Background: an optimization exercise with open tools, aiming at small area. Do not read the settings as production practice. Function was checked by simulation only, so behaviour that the tests miss may differ from the original. Power and IR drop assume default switching activity.

## design/flow/config.mk

```make
export PLATFORM = sky130hd
export DESIGN_NAME = rld_block
export DESIGN_NICKNAME = rld_block
export VERILOG_FILES = /design/flow/design.v
export SDC_FILE = /design/flow/constraint.sdc
export NUM_CORES = 4
export LEC_CHECK = 0
export CAP_MARGIN = 20
export CORE_MARGIN = 2
export CORE_UTILIZATION = 40
export SLEW_MARGIN = 20
```

## design/flow/constraint.sdc

```tcl
create_clock -name core_clock -period 11.0 [get_ports {clk}]
set_input_delay 2.2000 -clock core_clock [delete_from_list [all_inputs] [get_ports {clk}]]
set_output_delay 2.2000 -clock core_clock [all_outputs]
set_load 0.01 [all_outputs]
```

## design/flow/design.v

```verilog
module rld_block (
    input  wire        clk,
    input  wire        rst,
    input  wire        host_we,
    input  wire [4:0]  host_addr,
    input  wire [16:0] host_wdata,
    output reg  [16:0] host_rdata,
    output wire        busy,
    output reg         mem_req,
    output reg         mem_we,
    output wire [15:0] mem_addr,
    output wire [7:0]  mem_wdata,
    input  wire        mem_gnt,
    input  wire [7:0]  mem_rdata,
    output wire [7:0]  xlat_idx,
    input  wire [7:0]  xlat_data
);
    localparam [5:0]
        IDLE = 6'd0,
        S1   = 6'd1,  S2   = 6'd2,  S3   = 6'd3,  S4   = 6'd4,  S5   = 6'd5,
        I2   = 6'd6,  FH   = 6'd7,
        NB   = 6'd8,  CCHK = 6'd9,  CRD  = 6'd10, CDAT = 6'd11, DINC = 6'd12,
        DFIX = 6'd13, VCHK = 6'd14, VRD  = 6'd15, VDAT = 6'd16, DCHK = 6'd17,
        DRD  = 6'd18, DDAT = 6'd19, INC  = 6'd20, OUTL = 6'd21, DEC  = 6'd22,
        LA   = 6'd23, LB1  = 6'd24, LB2  = 6'd25, LC   = 6'd26, LD   = 6'd27,
        Q1   = 6'd28, Q2   = 6'd29, Q3   = 6'd30, Q4   = 6'd31, Q5   = 6'd32,
        Q6   = 6'd33, Q7   = 6'd34, Q8   = 6'd35, Q9   = 6'd36, Q10  = 6'd37,
        Q11  = 6'd38, Q12  = 6'd39, Q13  = 6'd40, Q14  = 6'd41,
        M1   = 6'd42, M2   = 6'd43, M3   = 6'd44, M4   = 6'd45, RD   = 6'd46,
        WR   = 6'd47, PD   = 6'd48, R1   = 6'd49, R2   = 6'd50, N1   = 6'd51,
        N2   = 6'd52, N3   = 6'd53, N4   = 6'd54,
        F_SRC = 6'd55, F_DST = 6'd56, F_CDST = 6'd57, F_TM = 6'd58, F_CL = 6'd59;
    localparam [4:0] A_ZERO = 5'h00, A_ERRADDR = 5'h03, A_SRC = 5'h06,
                     A_SEND = 5'h07, A_DST = 5'h08, A_DCAP = 5'h09,
                     A_COUNT = 5'h0A, A_WIDTH = 5'h0B, A_HEIGHT = 5'h0C,
                     A_TMSRC = 5'h0D, A_CLSRC = 5'h0E, A_CDST = 5'h0F,
                     A_VPW = 5'h10, A_VPH = 5'h11, A_DSTRIDE = 5'h12,
                     A_DROW = 5'h13, A_COL = 5'h14, A_COUNT8 = 5'h15,
                     A_CNT = 5'h16, A_REM = 5'h1C;
    reg [16:0] src_r, send_r, dst_r, dcap_r, tmsrc_r, clsrc_r, cdst_r;
    reg [15:0] count_r;
    reg [7:0]  width_r, height_r, vpw_r, vph_r, dstride_r, drow_r;
    reg [1:0]  ctrl_r;
    reg [7:0]  data_r;
    reg [7:0]  dict_r [0:3];
    reg [5:0]  rem_r;
    reg        mode_r;
    reg [7:0]  latch_r;
    reg        inited_r;
    reg [2:0]  errcode_r;    
    reg [16:0] p2_r;         
    wire       err = |errcode_r;
    reg [5:0]  state;
    reg [2:0]  cmd3;         
    reg        plane;        
    reg [16:0] p1_r;         
    reg [15:0] cnt_r;        
    assign busy = (state != IDLE);
    wire is_next  = (cmd3 == 3'd2);
    wire is_skip8 = (cmd3 == 3'd3);
    wire is_fill  = (cmd3 == 3'd5) || (cmd3 == 3'd6);
    wire is_fills = (cmd3 == 3'd6);
    wire is_init  = (cmd3 == 3'd1);
    wire is_proj  = (cmd3 == 3'd7);
    reg [1:0] xsel;      
    reg [4:0] ysel;
    reg       yinv, cin;
    always @(*) begin
        xsel = 2'd0; ysel = A_ZERO; yinv = 1'b0; cin = 1'b0;
        case (state)
            S1:   begin ysel = is_skip8 ? A_COUNT8 : is_next ? A_ZERO : A_COUNT; cin = is_next; end
            S2:   begin xsel = 2'd1; ysel = A_DCAP; yinv = 1'b1; end
            S3:   begin xsel = 2'd1; ysel = A_DST; end
            S4:   begin xsel = 2'd1; ysel = is_fill ? A_DST : A_ZERO; yinv = 1'b1; end
            S5:   begin ysel = A_SEND; end
            I2:   begin xsel = 2'd3; end
            FH:   begin ysel = A_HEIGHT; end
            NB, DFIX: begin xsel = 2'd3; ysel = A_REM; end
            CCHK, VCHK, DCHK: begin xsel = 2'd2; ysel = A_SRC; yinv = 1'b1; end
            CRD, VRD, DRD, F_SRC: begin ysel = A_SRC; end
            CDAT: begin ysel = mem_rdata[7] ? {3'b110, mem_rdata[6:5]} : A_SRC; cin = 1'b1; end
            DINC, VDAT, INC: begin ysel = A_SRC; cin = 1'b1; end
            DDAT, OUTL: begin xsel = 2'd1; ysel = A_CNT; yinv = 1'b1; end
            DEC, LA, LC, PD: begin xsel = 2'd3; ysel = A_CNT; end
            LB1:  begin xsel = 2'd1; ysel = A_WIDTH; end
            LB2, LD: begin xsel = 2'd2; ysel = A_DSTRIDE; end
            Q1, Q6, Q7: begin ysel = A_VPW; end
            Q2:   begin xsel = 2'd1; ysel = A_WIDTH; yinv = 1'b1; end
            Q3:   begin xsel = 2'd1; ysel = A_DSTRIDE; yinv = 1'b1; end
            Q4:   begin ysel = A_VPH; end
            Q5:   begin xsel = 2'd1; ysel = A_HEIGHT; yinv = 1'b1; end
            Q8:   begin xsel = 2'd3; ysel = A_VPH; end
            Q9:   begin ysel = A_DROW; end
            Q10:  begin xsel = 2'd1; ysel = A_TMSRC; end
            Q11:  begin xsel = 2'd1; ysel = A_CLSRC; end
            Q12:  begin xsel = 2'd2; ysel = A_DCAP; yinv = 1'b1; end
            Q13:  begin xsel = 2'd2; ysel = A_DST; end
            Q14:  begin xsel = 2'd2; ysel = A_CDST; end
            M1:   begin xsel = 2'd1; ysel = A_TMSRC; end
            M2:   begin xsel = 2'd2; ysel = A_DST; end
            M3:   begin xsel = 2'd3; ysel = A_VPH; end
            M4:   begin xsel = 2'd3; ysel = A_VPW; end
            RD:   begin xsel = 2'd1; ysel = A_COL; yinv = 1'b1; end
            WR:   begin xsel = 2'd2; ysel = A_COL; yinv = 1'b1; end
            R1:   begin xsel = 2'd1; ysel = A_WIDTH; yinv = ~plane; cin = ~plane; end
            R2:   begin xsel = 2'd2; ysel = A_DSTRIDE; yinv = ~plane; cin = ~plane; end
            N1:   begin xsel = 2'd1; ysel = A_TMSRC; yinv = 1'b1; cin = 1'b1; end
            N2:   begin xsel = 2'd1; ysel = A_CLSRC; end
            N3:   begin xsel = 2'd2; ysel = A_DST; yinv = 1'b1; cin = 1'b1; end
            N4:   begin xsel = 2'd2; ysel = A_CDST; end
            F_DST:  begin ysel = A_DST; end
            F_CDST: begin ysel = A_CDST; end
            F_TM:   begin ysel = A_TMSRC; end
            F_CL:   begin ysel = A_CLSRC; end
            default: ;
        endcase
    end
    wire [4:0] rsel = busy ? ysel : host_addr;
    always @(*) begin
        case (rsel)
            5'h01: host_rdata = {13'd0, mode_r, inited_r, err, 1'b0};
            5'h02: host_rdata = {14'd0, errcode_r};
            5'h03: host_rdata = p2_r;
            5'h04: host_rdata = {15'd0, ctrl_r};
            5'h05: host_rdata = {9'd0, data_r};
            5'h06: host_rdata = src_r;
            5'h07: host_rdata = send_r;
            5'h08: host_rdata = dst_r;
            5'h09: host_rdata = dcap_r;
            5'h0A: host_rdata = {1'b0, count_r};
            5'h0B: host_rdata = {9'd0, width_r};
            5'h0C: host_rdata = {9'd0, height_r};
            5'h0D: host_rdata = tmsrc_r;
            5'h0E: host_rdata = clsrc_r;
            5'h0F: host_rdata = cdst_r;
            5'h10: host_rdata = {9'd0, vpw_r};
            5'h11: host_rdata = {9'd0, vph_r};
            5'h12: host_rdata = {9'd0, dstride_r};
            5'h13: host_rdata = {9'd0, drow_r};
            5'h14: host_rdata = busy ? {9'd0, cnt_r[7:0]} : 17'd0;
            5'h15: host_rdata = busy ? {9'd0, count_r[7:0]} : 17'd0;
            5'h16: host_rdata = busy ? {1'b0, cnt_r} : 17'd0;
            5'h18: host_rdata = {9'd0, dict_r[0]};
            5'h19: host_rdata = {9'd0, dict_r[1]};
            5'h1A: host_rdata = {9'd0, dict_r[2]};
            5'h1B: host_rdata = {9'd0, dict_r[3]};
            5'h1C: host_rdata = {11'd0, rem_r};
            5'h1D: host_rdata = {9'd0, latch_r};
            default: host_rdata = 17'd0;
        endcase
    end
    reg  [17:0] xv;
    always @(*) begin
        case (xsel)
            2'd0: xv = 18'd0;
            2'd1: xv = {1'b0, p1_r};
            2'd2: xv = {1'b0, p2_r};
            default: xv = {18{1'b1}};
        endcase
    end
    wire [17:0] yv    = {1'b0, host_rdata} ^ {18{yinv}};
    wire [18:0] sum   = {1'b0, xv} + {1'b0, yv} + {18'd0, cin};
    wire [17:0] s     = sum[17:0];
    wire        carry = sum[18];
    wire        big   = s[17] | (s[16] & (|s[15:0]));      
    wire        src_ok = carry & ~src_r[16];                 
    assign mem_addr  = s[15:0];
    assign xlat_idx  = mem_rdata;
    assign mem_wdata = (state == OUTL) ? latch_r :
                       (plane && ctrl_r[1] && state == WR) ? xlat_data : mem_rdata;
    always @(*) begin
        mem_req = 1'b0;
        mem_we  = 1'b0;
        case (state)
            CRD, VRD, DRD, RD: mem_req = 1'b1;
            DDAT, OUTL: begin mem_req = is_fill; mem_we = 1'b1; end
            WR: begin mem_req = 1'b1; mem_we = 1'b1; end
            default: ;
        endcase
    end
    wire [7:0] cmd_in = host_wdata[7:0];
    wire       win_empty = (vpw_r == 8'd0) || (vph_r == 8'd0);
    always @(posedge clk) begin
        if (state == DDAT && is_init)
            dict_r[~cnt_r[1:0]] <= mem_rdata;
        if (state == DDAT && is_next)
            data_r <= mem_rdata;
        if (state == OUTL && is_next)
            data_r <= latch_r;
        if (state == CDAT && mem_rdata[7])
            latch_r <= host_rdata[7:0];
        if (state == VDAT)
            latch_r <= mem_rdata;
    end
    always @(posedge clk) begin
        case (state)
            IDLE: if (host_we && host_addr == 5'h00) begin
                cmd3  <= cmd_in[2:0];
                plane <= 1'b0;
                p1_r  <= 17'd0;
            end
            S1, LB1, Q1, Q4, Q6, M1, R1, N1, N2: p1_r <= s[16:0];
            S3: if (is_fill) p1_r <= s[16:0];
            default: ;
        endcase
        case (state)
            I2, S4, FH, Q9, DEC, LA, LC, PD: cnt_r <= s[15:0];
            Q8: cnt_r <= s[15:0];
            M3: cnt_r[15:8] <= s[7:0];
            M4: cnt_r[7:0] <= s[7:0];
            default: ;
        endcase
        if (state == PD && !carry && !plane && ctrl_r[0])
            plane <= 1'b1;
    end
    always @(posedge clk) begin
        if (rst) begin
            src_r     <= 17'd0;
            send_r    <= 17'd0;
            dst_r     <= 17'd0;
            dcap_r    <= 17'd0;
            count_r   <= 16'd0;
            width_r   <= 8'd0;
            height_r  <= 8'd0;
            tmsrc_r   <= 17'd0;
            clsrc_r   <= 17'd0;
            cdst_r    <= 17'd0;
            vpw_r     <= 8'd0;
            vph_r     <= 8'd0;
            dstride_r <= 8'd0;
            drow_r    <= 8'd1;
            ctrl_r    <= 2'd0;
            rem_r     <= 6'd0;
            mode_r    <= 1'b0;
            inited_r  <= 1'b0;
            errcode_r <= 3'd0;
            p2_r      <= 17'd0;
            state     <= IDLE;
        end else begin
            if (host_we) begin
                case (host_addr)
                    5'h04: ctrl_r    <= host_wdata[1:0];
                    5'h06: src_r     <= host_wdata;
                    5'h07: send_r    <= host_wdata;
                    5'h08: dst_r     <= host_wdata;
                    5'h09: dcap_r    <= host_wdata;
                    5'h0A: count_r   <= host_wdata[15:0];
                    5'h0B: width_r   <= host_wdata[7:0];
                    5'h0C: height_r  <= host_wdata[7:0];
                    5'h0D: tmsrc_r   <= host_wdata;
                    5'h0E: clsrc_r   <= host_wdata;
                    5'h0F: cdst_r    <= host_wdata;
                    5'h10: vpw_r     <= host_wdata[7:0];
                    5'h11: vph_r     <= host_wdata[7:0];
                    5'h12: dstride_r <= host_wdata[7:0];
                    5'h13: drow_r    <= host_wdata[7:0];
                    default: ;
                endcase
            end
            case (state)
            IDLE: begin
                if (host_we && host_addr == 5'h00) begin
                    if (cmd_in == 8'h0F) begin
                        errcode_r <= 3'd0;
                        p2_r      <= 17'd0;
                        inited_r  <= 1'b0;
                        rem_r     <= 6'd0;
                        mode_r    <= 1'b0;
                    end else if (err) begin
                    end else if (cmd_in > 8'h07) begin
                        errcode_r <= 3'd7;
                    end else if (cmd_in == 8'h01) begin
                        inited_r <= 1'b0;
                        state    <= I2;
                    end else if (cmd_in == 8'h07) begin
                        state <= Q1;
                    end else if (cmd_in != 8'h00) begin
                        if (!inited_r)
                            errcode_r <= 3'd5;
                        else if (cmd_in == 8'h06)
                            state <= FH;
                        else
                            state <= S1;
                    end
                end
            end
            S1: state <= S2;
            S2: state <= (is_fill && carry) ? F_DST : S3;        
            S3: state <= (is_fill && big) ? F_DST : S4;          
            S4: state <= carry ? S5 : IDLE;
            I2: state <= S5;
            S5: begin
                p2_r  <= s[16:0];
                state <= is_init ? DCHK : NB;
            end
            FH: state <= LA;
            NB: begin
                if (rem_r != 6'd0) begin
                    rem_r <= s[5:0];
                    state <= mode_r ? OUTL : DCHK;
                end else begin
                    state <= CCHK;
                end
            end
            CCHK: state <= src_ok ? CRD : F_SRC;
            CRD:  if (mem_gnt) state <= CDAT;
            CDAT: begin
                if (mem_rdata[7]) begin
                    rem_r  <= {1'b0, mem_rdata[4:0]};
                    mode_r <= 1'b1;
                    state  <= DINC;
                end else begin
                    rem_r <= mem_rdata[5:0];
                    src_r <= s[16:0];
                    if (mem_rdata[6]) begin
                        state <= VCHK;
                    end else begin
                        mode_r <= 1'b0;
                        state  <= DCHK;
                    end
                end
            end
            DINC: begin src_r <= s[16:0]; state <= DFIX; end
            DFIX: begin rem_r <= {1'b0, s[4:0]}; state <= OUTL; end
            VCHK: begin
                if (src_ok) state <= VRD;
                else begin rem_r <= 6'd0; state <= F_SRC; end
            end
            VRD:  if (mem_gnt) state <= VDAT;
            VDAT: begin
                mode_r <= 1'b1;
                src_r  <= s[16:0];
                state  <= OUTL;
            end
            DCHK: state <= src_ok ? DRD : F_SRC;
            DRD:  if (mem_gnt) state <= DDAT;
            DDAT: begin
                if (!is_fill || mem_gnt) state <= INC;
                else state <= DRD;
            end
            INC:  begin src_r <= s[16:0]; state <= DEC; end
            OUTL: if (!is_fill || mem_gnt) state <= DEC;
            DEC: begin
                if (!carry || (is_init && cnt_r[1:0] == 2'd0)) begin
                    if (is_init) begin
                        rem_r    <= 6'd0;
                        mode_r   <= 1'b0;
                        inited_r <= 1'b1;
                    end
                    p2_r  <= 17'd0;
                    state <= IDLE;
                end else begin
                    state <= is_init ? DCHK : NB;
                end
            end
            LA:  state <= carry ? LB1 : (is_fills ? S2 : Q9);
            LB1: state <= is_proj ? LB2 : LA;
            LB2: begin p2_r <= s[16:0]; state <= LA; end
            LC:  state <= carry ? LD : Q10;
            LD:  begin p2_r <= s[16:0]; state <= LC; end
            Q1: state <= Q2;
            Q2: if (carry) begin errcode_r <= 3'd6; state <= IDLE; end else state <= Q3;
            Q3: if (carry) begin errcode_r <= 3'd6; state <= IDLE; end else state <= Q4;
            Q4: state <= Q5;
            Q5: begin
                if (carry) begin errcode_r <= 3'd6; state <= IDLE; end
                else if (win_empty) state <= IDLE;
                else state <= Q6;
            end
            Q6: state <= Q7;
            Q7: begin p2_r <= s[16:0]; state <= Q8; end
            Q8: state <= LA;
            Q9: state <= LC;
            Q10: state <= big ? F_TM : Q11;
            Q11: state <= (ctrl_r[0] && big) ? F_CL : Q12;
            Q12: state <= carry ? F_DST : Q13;
            Q13: state <= big ? F_DST : Q14;
            Q14: state <= (ctrl_r[0] && big) ? F_CDST : M1;
            M1: state <= M2;
            M2: begin p2_r <= s[16:0]; state <= M3; end
            M3: state <= M4;
            M4: state <= RD;
            RD: if (mem_gnt) state <= WR;
            WR: state <= mem_gnt ? PD : RD;
            PD: begin
                if (!carry) begin
                    if (!plane && ctrl_r[0]) state <= N1;
                    else begin p2_r <= 17'd0; state <= IDLE; end
                end else begin
                    state <= (cnt_r[7:0] == 8'd0) ? R1 : RD;
                end
            end
            R1: state <= R2;
            R2: begin p2_r <= s[16:0]; state <= M4; end
            N1: state <= N2;
            N2: state <= N3;
            N3: begin p2_r <= s[16:0]; state <= N4; end
            N4: begin p2_r <= s[16:0]; state <= M3; end
            F_SRC:  begin errcode_r <= 3'd1; p2_r <= s[16:0]; state <= IDLE; end
            F_DST:  begin errcode_r <= 3'd2; p2_r <= s[16:0]; state <= IDLE; end
            F_CDST: begin errcode_r <= 3'd2; p2_r <= s[16:0]; state <= IDLE; end
            F_TM:   begin errcode_r <= 3'd6; p2_r <= s[16:0]; state <= IDLE; end
            F_CL:   begin errcode_r <= 3'd6; p2_r <= s[16:0]; state <= IDLE; end
            default: state <= IDLE;
            endcase
        end
    end
endmodule
```

## design/flow/run.sh

```bash
#!/bin/bash
# synth_recipe.tcl (not shown) runs the flow's synth.tcl, then flattens the netlist and writes it again
# the make line also repeats each setting of config.mk as NAME=value (left out here)
make -C /OpenROAD-flow-scripts/flow DESIGN_CONFIG=/design/flow/config.mk WORK_HOME=/design/flow/orfs CLKGATE_MAP_FILE= SYNTH_SCRIPT=/design/flow/synth_recipe.tcl finish
```

==> flow_summary.toml <==
[outcome]
result_of_the_run = "no timing/DRC/antenna violations"

[grt]
grt_pass1_vias = 17480
grt-ovfl-total = 0
initial_antenna_violation_count = 1
globalRouteTotalUtil_pct = 36.61
grt_pass1_wl_microns = 125100
grt_start_max_net_pins = 82

[sta]
final-setup-viol-count = 0
fin_setup_tns_ns = 0
post-route-worst-setup-slack_ns = 0.2508
finalHoldViolCount = 0
rsz0062_at_grt = "false"
slew_at_the_pin_closest_to_its_max_slew_limit_ns = 1.208
max_slew_headroom_at_the_worst_pin_pct = 19.22
hold_slack_ns = 0.4562
finClkSkew_ns = 0.02917
layout_min_cycle_time_ns = 10.75
fmaxAchievable_mhz = 93.03
finalMaxSlewViolations = 0
timing.final.crit_share_pct = 97.72

[worst_hold_path]
hp-start = "clsrc_r[13]$_SDFFE_PP0P_"
min_delay_worst_endpoint = "clsrc_r[13]$_SDFFE_PP0P_"
holdCritPathClass = "flip-flop to flip-flop"
hold-path-cell-count = 2

[clock_tree]
cts.hold.buffers_added = 0
clk_root_buffer_cell = "sky130_fd_sc_hd__clkbuf_16"
ctsHtreeMaxLevel = 2
worstSkewPairLatency_ns = 0.56
cts_tree = "done"
cts_buffer_depth = 3
path_clk_slew_ns = 0.06
clkSinkCount = 304
num_cts_buffers = 36

[synth]
yosys.cell_count.top_type = "sky130_fd_sc_hd__nand2_1"
synthCells = 2219
synthTopCellsByCount = "sky130_fd_sc_hd__nand2_1 (383), sky130_fd_sc_hd__dfxtp_1 (220), sky130_fd_sc_hd__a21oi_1 (211), sky130_fd_sc_hd__nor2_1 (196), sky130_fd_sc_hd__clkbuf_1 (136)"
post-synth-top-area-fraction_pct = 24.63
yosys_warnings = 1
yosysUniqueCellTypes = 85
synth_edf_count = 84
avgSynthCellArea_sq_um = 8.059
synth_sequential_area_ratio_pct = 38.73
ys_top_cells_by_area = "sky130_fd_sc_hd__dfxtp_1 (25%), sky130_fd_sc_hd__edfxtp_1 (14%), sky130_fd_sc_hd__nand2_1 (8.0%), sky130_fd_sc_hd__a21oi_1 (5.9%), sky130_fd_sc_hd__nor2_1 (4.1%)"
ys_ff_latch = 304
syn-num-nets = 2280
syn_area_sq_mm = 0.01788
synth_ff_type = "sky130_fd_sc_hd__dfxtp_1"
synth_async_sr_flop_share_pct = 0
most_area_hungry_cell_type_in_the_yosys_netlist = "sky130_fd_sc_hd__dfxtp_1"

[power]
intPower_mw = 3.075
part_of_the_total_power_dissipated_in_combinational_logic_pct = 54.5
p_per_area_mw_per_mm2 = 272.9
p_clk_share_pct = 20.9
peakVddDrop_v = 0.0001802
share_seq_of_total_power_pct = 24.5
p_switching_mw = 2.602
power.share.switching_pct = 45.83
post-layout-total-power_mw = 5.676
p_leak_nw = 7.439

[route]
routed_wl_microns = 87250
vias = 18870
route.detailed.wl_per_inst_microns = 30.31
detail_route.drc_violations = 0
antenna_left = 0
drt_iter0_drc = 2744
dr.pass1.iters = 6
avgViaCountPerCell = 6.553

[die]
io_pins = 94
die_x_microns = 215.4
start_util_pct = 40.44
core.rowCount = 77
area_of_the_core_sq_mm = 0.04422
floorplan.die_area_sq_mm = 0.04642
die_y_microns = 215.4

[critical_path]
critPathRequiredTime_ns = 8.80
cp-start-kind = "input pin"
path_max_fanout = 15
r2r_end = "state[1]$_SDFFE_PP0P_"
crit-reg2reg-launch = "state[3]$_SDFFE_PP0P_"
crit_path_end_kind = "output port"
reg2reg_depth = 25
timing.reg2reg.setup_slack_ns = 1.80
worst-endpoint-arrival_ns = 8.55
worst_path_class_setup = "input pin to output port"

[placement]
detailed_place_hpwl_microns = 63510
gpl.final_weighted_congestion = 1.005
area_after_dpl_sq_mm = 0.01961
pre_cts_ws_ns = 0.1787
buffer_ports.inserted = 93

[finish]
area_growth_pct = 16.29
finalNetCount = 2318
largest_register_ff_count = 32
nFillCells = 4345
final_design_area_excluding_fillers_sq_mm = 0.02080
drive_gt1_share_pct = 10.81

[run]
maxCapViolCount = 0
-- routing by layer --
metal	routed length, microns	global-route usage, %	vias to the layer above	part of all wire, %
li1	-	-	8184	-
met1	36670	51.41	9255	42
met2	37610	54.99	1178	43
met3	8076	5.342	248	9.3
met4	4896	18.05	0	5.6
met5	0	0	-	0
-- cells by family (layout without fill, tap and decap cells) --
family / Yosys count / after routing / synth area share, %
flops: 304 / 304 / 38.73
compound gates: 630 / 630 / 23.40
mux: 90 / 90 / 5.212
buf+inv: 231 / 297 / 5.653
simple gates: 909 / 909 / 23.82
xor+xnor: 35 / 35 / 1.714
fa+ha+maj: 20 / 20 / 1.469
other cells: 0 / 2 / 0
-- metrics by stage --
step | utilization (%) | std cells
floorplan | - | 2219
global placement | 44.33 | 2811
detailed placement | 44.35 | 2811
CTS | 46.98 | 2877
global route | 47.02 | 2877
finish | 47.03 | 2879
-- worst max-delay path, stage by stage --
cell and delay, ns:
sky130_fd_sc_hd__clkdlybuf4s50_1 0.47, sky130_fd_sc_hd__buf_4 0.28, sky130_fd_sc_hd__nor3_1 0.13, sky130_fd_sc_hd__a21oi_1 0.21, sky130_fd_sc_hd__and4_2 0.41, sky130_fd_sc_hd__nor4_2 0.15
sky130_fd_sc_hd__and3_1 0.23, sky130_fd_sc_hd__a2111oi_2 0.39, sky130_fd_sc_hd__nand3_1 0.21, sky130_fd_sc_hd__or4_1 0.73, sky130_fd_sc_hd__xnor2_1 0.21, sky130_fd_sc_hd__fa_1 0.46
sky130_fd_sc_hd__fa_1 0.48, sky130_fd_sc_hd__nor2b_1 0.20, sky130_fd_sc_hd__o2111ai_1 0.16, sky130_fd_sc_hd__nand2_1 0.16, sky130_fd_sc_hd__a41oi_1 0.19, sky130_fd_sc_hd__nand2b_1 0.20
sky130_fd_sc_hd__mux2_2 0.28, sky130_fd_sc_hd__or2_2 0.30, sky130_fd_sc_hd__clkdlybuf4s50_1 0.48
-- power groups by stage --
stage	Clock [mW]	Combinational, mW	Sequential (mW)
after CTS	1.20	2.99	1.39
final	1.19	3.09	1.39
after floorplan	0	1.74	1.35
after global placement	0	2.98	1.41
after detailed placement	0	2.97	1.41
after global routing	1.24	3.23	1.40
-- layout by cell type, fill, tap and decap left out, types with 30 or more instances in the layout --
cell,synthesis,final
sky130_fd_sc_hd__and3_1,34,34
sky130_fd_sc_hd__nor2b_1,37,36
sky130_fd_sc_hd__o21ai_0,90,90
sky130_fd_sc_hd__mux2i_1,68,68
sky130_fd_sc_hd__edfxtp_1,84,84
sky130_fd_sc_hd__clkbuf_16,0,39
sky130_fd_sc_hd__dfxtp_1,220,217
sky130_fd_sc_hd__a21oi_1,211,210
sky130_fd_sc_hd__nor3_1,31,30
sky130_fd_sc_hd__a22oi_1,68,68
sky130_fd_sc_hd__nand3_1,69,68
sky130_fd_sc_hd__buf_4,25,115
sky130_fd_sc_hd__nor2_1,196,190
sky130_fd_sc_hd__nand2_1,383,383
sky130_fd_sc_hd__clkdlybuf4s50_1,0,92
sky130_fd_sc_hd__a221oi_1,34,33
-- worst max-delay path by stage --
stage	to	slack [ns]	start
finish	mem_addr[12]	0.25	mem_rdata[7]
floorplan	mem_addr[12]	1.56	mem_rdata[7]
global route	mem_addr[14]	0.004	host_addr[3]
CTS	mem_addr[12]	0.16	mem_rdata[6]
global placement	mem_addr[14]	0.31	mem_rdata[6]
detailed placement	mem_addr[12]	0.18	mem_rdata[6]
-- final cells by class --
class | instances | area (sq um) | area share (%)
Multi-Input combinational cell | 1684 | 10040 | 48.29
Sequential cell | 304 | 6930 | 33.32
Timing Repair Buffer | 210 | 1836 | 8.826
Clock buffer | 53 | 1069 | 5.138
Tap cell | 592 | 740.7 | 3.562
Clock inverter | 13 | 95.09 | 0.4572
Inverter | 21 | 78.83 | 0.3790
Antenna cell | 2 | 5.005 | 0.02406
-- repair_timing --
action                     4_1_cts  5_1_grt
resized for setup                0        3
setup buffers                    0        0
setup endpoints to repair        0        2

afterwards: timing with drivers on the ports:
Ports are ideal in the flow. The routed layout listed here was re-timed in OpenROAD.
Step 1 sets driving cells, clkbuf_16 on the clock port and buf_2 on the other inputs (assumed; they add their load-dependent delay and slew).
Step 2 moves the port delays by t, midway between the first and last clock arrival at a register: inputs arrive t later, outputs are due t later. That takes back most of the time a late clock gives input paths.
Slacks: ideal ports / drivers / drivers and shift; pairs: ideal ports / drivers.
shift t [ns]: 0.602
setup slack, ns: 0.251 / 0.217 / 0.217
worst setup path at the end: input to output
pins driven straight from the clock port: 1
After both steps this run still meets setup and hold. The setup slack of this run moves by -0.034 ns with the drivers and by -0.034 ns with both steps.
